This design comes from an exercise in tuning for small area, a short achievable clock period and few clock cycles per item on the open sky130 flow, not from production work.
In this exercise RTL edits were held to simulation tests only and were not proved equivalent to the original.

==> run a: inputs <==
// gf128_unit
module gf128_unit (
    input  wire         clk,
    input  wire         rst,
    input  wire         in_valid,
    output wire         in_ready,
    input  wire [1:0]   in_op,
    input  wire [127:0] in_data,
    output reg          out_valid,
    output reg          out_err,
    output wire [127:0] out_data
);
Settings: LEC_CHECK=0, CAP_MARGIN=20, CORE_MARGIN=2, CORE_UTILIZATION=40, PLACE_DENSITY=0.6, SLEW_MARGIN=20; clock period 5.0 ns.
run.sh (not shown) runs the stock make flow with config.mk's settings and CLKGATE_MAP_FILE= SYNTH_SCRIPT=/design/flow/synth_recipe.tcl, a recipe that flattens the netlist after the stock synthesis.
==> inputs of run b, as changes to run a <==
--- a/flow/design.v
+++ b/flow/design.v
@@ -28,17 +28,17 @@
     generate
         for (gi = 0; gi < 128; gi = gi + 1) begin : g_rev
             assign xp[gi] = c_x[127 - gi];
             assign hp[gi] = h[127 - gi];
             assign dp[gi] = in_data[127 - gi];
         end
     endgenerate
     wire [254:0] pr;
-    gf_mul128_d11 u_mul (.a(xp), .b(hp), .p(pr));
+    gf_mul128_d12 u_mul (.a(xp), .b(hp), .p(pr));
     wire [127:0] rp, rpx;
     assign rp[0] = (pr[128] ^ (pr[254] ^ (pr[0] ^ pr[249])));
     assign rp[1] = (((pr[1] ^ pr[249]) ^ (pr[250] ^ pr[254])) ^ (pr[128] ^ pr[129]));
     assign rp[2] = ((pr[129] ^ pr[130]) ^ ((pr[254] ^ (pr[2] ^ pr[249])) ^ ((pr[250] ^ pr[251]) ^ pr[128])));
     assign rp[3] = ((pr[129] ^ pr[130]) ^ (pr[131] ^ ((pr[3] ^ pr[250]) ^ (pr[251] ^ pr[252]))));
     assign rp[4] = ((pr[130] ^ pr[131]) ^ (pr[132] ^ ((pr[4] ^ pr[251]) ^ (pr[252] ^ pr[253]))));
     assign rp[5] = ((pr[131] ^ pr[132]) ^ (pr[133] ^ ((pr[5] ^ pr[252]) ^ (pr[253] ^ pr[254]))));
     assign rp[6] = ((pr[132] ^ pr[133]) ^ (pr[134] ^ (pr[254] ^ (pr[6] ^ pr[253]))));
@@ -323,16 +323,56 @@
             out_err   <= c_valid & (c_op[0] ^ c_op[1]) & !hvalid;
             if (c_valid && c_op == OP_INITH) begin
                 h      <= c_x;
                 hvalid <= 1'b1;
             end
         end
     end
 endmodule
+module gf_mul16_d5 (
+    input  wire [15:0] a,
+    input  wire [15:0] b,
+    output wire [30:0] p
+);
+    genvar i, j;
+    generate
+        for (i = 0; i < 31; i = i + 1) begin : g_col
+            wire [15:0] t;
+            for (j = 0; j < 16; j = j + 1) begin : g_t
+                if (i - j >= 0 && i - j < 16) begin : g_v
+                    assign t[j] = a[j] & b[i-j];
+                end else begin : g_z
+                    assign t[j] = 1'b0;
+                end
+            end
+            assign p[i] = ^t;
+        end
+    endgenerate
+endmodule
+module gf_mul32_d8 (
+    input  wire [31:0] a,
+    input  wire [31:0] b,
+    output wire [62:0] p
+);
+    wire [30:0] p0, p1, p2;
+    gf_mul16_d5 u0 (.a(a[15:0]), .b(b[15:0]), .p(p0));
+    gf_mul16_d5 u2 (.a(a[31:16]), .b(b[31:16]), .p(p2));
+    gf_mul16_d5 u1 (.a(a[15:0] ^ a[31:16]), .b(b[15:0] ^ b[31:16]), .p(p1));
+    wire [15:0] l0 = p0[15:0];
+    wire [15:0] l1 = p1[15:0];
+    wire [15:0] l2 = p2[15:0];
+    wire [15:0] h0 = {1'b0, p0[30:16]};
+    wire [15:0] h1 = {1'b0, p1[30:16]};
+    wire [15:0] h2 = {1'b0, p2[30:16]};
+    wire [15:0] s  = h0 ^ l2;
+    wire [15:0] q1 = (l1 ^ (l0 ^ s));
+    wire [15:0] q2 = (h1 ^ (h2 ^ s));
+    assign p = {h2[14:0], q2, q1, l0};
+endmodule
 module gf_mul32_d6 (
     input  wire [31:0] a,
     input  wire [31:0] b,
     output wire [62:0] p
 );
     genvar i, j;
     generate
         for (i = 0; i < 63; i = i + 1) begin : g_col
@@ -343,68 +383,68 @@
                 end else begin : g_z
                     assign t[j] = 1'b0;
                 end
             end
             assign p[i] = ^t;
         end
     endgenerate
 endmodule
-module gf_mul64_d9 (
+module gf_mul64_d10 (
     input  wire [63:0] a,
     input  wire [63:0] b,
     output wire [126:0] p
 );
     wire [62:0] p0, p1, p2;
-    gf_mul32_d6 u0 (.a(a[31:0]), .b(b[31:0]), .p(p0));
-    gf_mul32_d6 u2 (.a(a[63:32]), .b(b[63:32]), .p(p2));
+    gf_mul32_d8 u0 (.a(a[31:0]), .b(b[31:0]), .p(p0));
+    gf_mul32_d8 u2 (.a(a[63:32]), .b(b[63:32]), .p(p2));
     gf_mul32_d6 u1 (.a(a[31:0] ^ a[63:32]), .b(b[31:0] ^ b[63:32]), .p(p1));
     wire [31:0] l0 = p0[31:0];
     wire [31:0] l1 = p1[31:0];
     wire [31:0] l2 = p2[31:0];
     wire [31:0] h0 = {1'b0, p0[62:32]};
     wire [31:0] h1 = {1'b0, p1[62:32]};
     wire [31:0] h2 = {1'b0, p2[62:32]};
     wire [31:0] s  = h0 ^ l2;
-    wire [31:0] q1 = (l1 ^ (l0 ^ s));
-    wire [31:0] q2 = (h1 ^ (h2 ^ s));
+    wire [31:0] q1 = (s ^ (l1 ^ l0));
+    wire [31:0] q2 = (s ^ (h1 ^ h2));
     assign p = {h2[30:0], q2, q1, l0};
 endmodule
-module gf_mul64_d7 (
+module gf_mul64_d9 (
     input  wire [63:0] a,
     input  wire [63:0] b,
     output wire [126:0] p
 );
-    genvar i, j;
-    generate
-        for (i = 0; i < 127; i = i + 1) begin : g_col
-            wire [63:0] t;
-            for (j = 0; j < 64; j = j + 1) begin : g_t
-                if (i - j >= 0 && i - j < 64) begin : g_v
-                    assign t[j] = a[j] & b[i-j];
-                end else begin : g_z
-                    assign t[j] = 1'b0;
-                end
-            end
-            assign p[i] = ^t;
-        end
-    endgenerate
+    wire [62:0] p0, p1, p2;
+    gf_mul32_d6 u0 (.a(a[31:0]), .b(b[31:0]), .p(p0));
+    gf_mul32_d6 u2 (.a(a[63:32]), .b(b[63:32]), .p(p2));
+    gf_mul32_d6 u1 (.a(a[31:0] ^ a[63:32]), .b(b[31:0] ^ b[63:32]), .p(p1));
+    wire [31:0] l0 = p0[31:0];
+    wire [31:0] l1 = p1[31:0];
+    wire [31:0] l2 = p2[31:0];
+    wire [31:0] h0 = {1'b0, p0[62:32]};
+    wire [31:0] h1 = {1'b0, p1[62:32]};
+    wire [31:0] h2 = {1'b0, p2[62:32]};
+    wire [31:0] s  = h0 ^ l2;
+    wire [31:0] q1 = (l1 ^ (l0 ^ s));
+    wire [31:0] q2 = (h1 ^ (h2 ^ s));
+    assign p = {h2[30:0], q2, q1, l0};
 endmodule
-module gf_mul128_d11 (
+module gf_mul128_d12 (
     input  wire [127:0] a,
     input  wire [127:0] b,
     output wire [254:0] p
 );
     wire [126:0] p0, p1, p2;
-    gf_mul64_d9 u0 (.a(a[63:0]), .b(b[63:0]), .p(p0));
-    gf_mul64_d9 u2 (.a(a[127:64]), .b(b[127:64]), .p(p2));
-    gf_mul64_d7 u1 (.a(a[63:0] ^ a[127:64]), .b(b[63:0] ^ b[127:64]), .p(p1));
+    gf_mul64_d10 u0 (.a(a[63:0]), .b(b[63:0]), .p(p0));
+    gf_mul64_d10 u2 (.a(a[127:64]), .b(b[127:64]), .p(p2));
+    gf_mul64_d9 u1 (.a(a[63:0] ^ a[127:64]), .b(b[63:0] ^ b[127:64]), .p(p1));
     wire [63:0] l0 = p0[63:0];
     wire [63:0] l1 = p1[63:0];
     wire [63:0] l2 = p2[63:0];
     wire [63:0] h0 = {1'b0, p0[126:64]};
     wire [63:0] h1 = {1'b0, p1[126:64]};
     wire [63:0] h2 = {1'b0, p2[126:64]};
     wire [63:0] s  = h0 ^ l2;
-    wire [63:0] q1 = (s ^ (l1 ^ l0));
-    wire [63:0] q2 = (s ^ (h1 ^ h2));
+    wire [63:0] q1 = (s ^ (l0 ^ l1));
+    wire [63:0] q2 = (s ^ (h2 ^ h1));
     assign p = {h2[62:0], q2, q1, l0};
 endmodule
==> summary.txt <==
# TYPE chip_impl_metric gauge
chip_impl_metric{name="postSynthNetCount",unit=""} 24359
chip_impl_metric{name="timing.final.setup_violations",unit=""} 24
chip_impl_metric{name="num-fill-cells",unit=""} 39495
chip_impl_metric{name="fin_ws",unit="ps"} -96.2
chip_impl_metric{name="antenna_cells",unit=""} 46
chip_impl_metric{name="maxSlewHeadroom",unit="%"} 29.2
chip_impl_metric{name="yosys-mux-area-fraction",unit="%"} 0.475
chip_impl_info{name="run_status",value="failed layout checks"} 1
chip_impl_info{name="layout.failed_checks",value="setup timing"} 1
chip_impl_metric{name="final_std_cells_w_o_fill",unit=""} 30990
# the run above: run a

==> summary.txt <==
# TYPE chip_impl_metric gauge
chip_impl_metric{name="antenna_cells",unit=""} 31
chip_impl_metric{name="num-fill-cells",unit=""} 31771
chip_impl_metric{name="maxSlewHeadroom",unit="%"} 29.5
chip_impl_info{name="run_status",value="failed layout checks"} 1
chip_impl_metric{name="timing.final.setup_violations",unit=""} 39
chip_impl_metric{name="yosys-mux-area-fraction",unit="%"} 0.896
chip_impl_metric{name="final_std_cells_w_o_fill",unit=""} 27718
chip_impl_metric{name="fin_ws",unit="ps"} -169
chip_impl_metric{name="postSynthNetCount",unit=""} 20089
chip_impl_info{name="layout.failed_checks",value="setup timing"} 1
# the run above: run b

Testbench counts of run a, summed over its fixed seeds: cycles 744, items 672.
Testbench counts of run b, summed over its fixed seeds: cycles 744, items 672.

==> static timing again, ports no longer ideal <==
No port has a modelled driver above. Below, the same layouts with a new extraction and two added sets of constraints. Step 1 sets driving cells, clkbuf_16 on the clock port and buf_2 on the other inputs (assumed; they add their load-dependent delay and slew). Step 2, shift: input delay + t, output delay - t, t = (earliest + latest rising clock arrival at the registers) / 2. This alone moves slack from input paths to output paths. Slacks: ideal ports / drivers / drivers and shift; pairs: ideal ports / drivers.
run | t, ns | setup slack, ns | latest minus earliest clock arrival (ns)
run a | 0.859 | -0.096 / -0.096 / -0.096 | 0.082 / 0.081
run b | 0.851 | -0.169 / -0.169 / -0.169 | 0.073 / 0.073
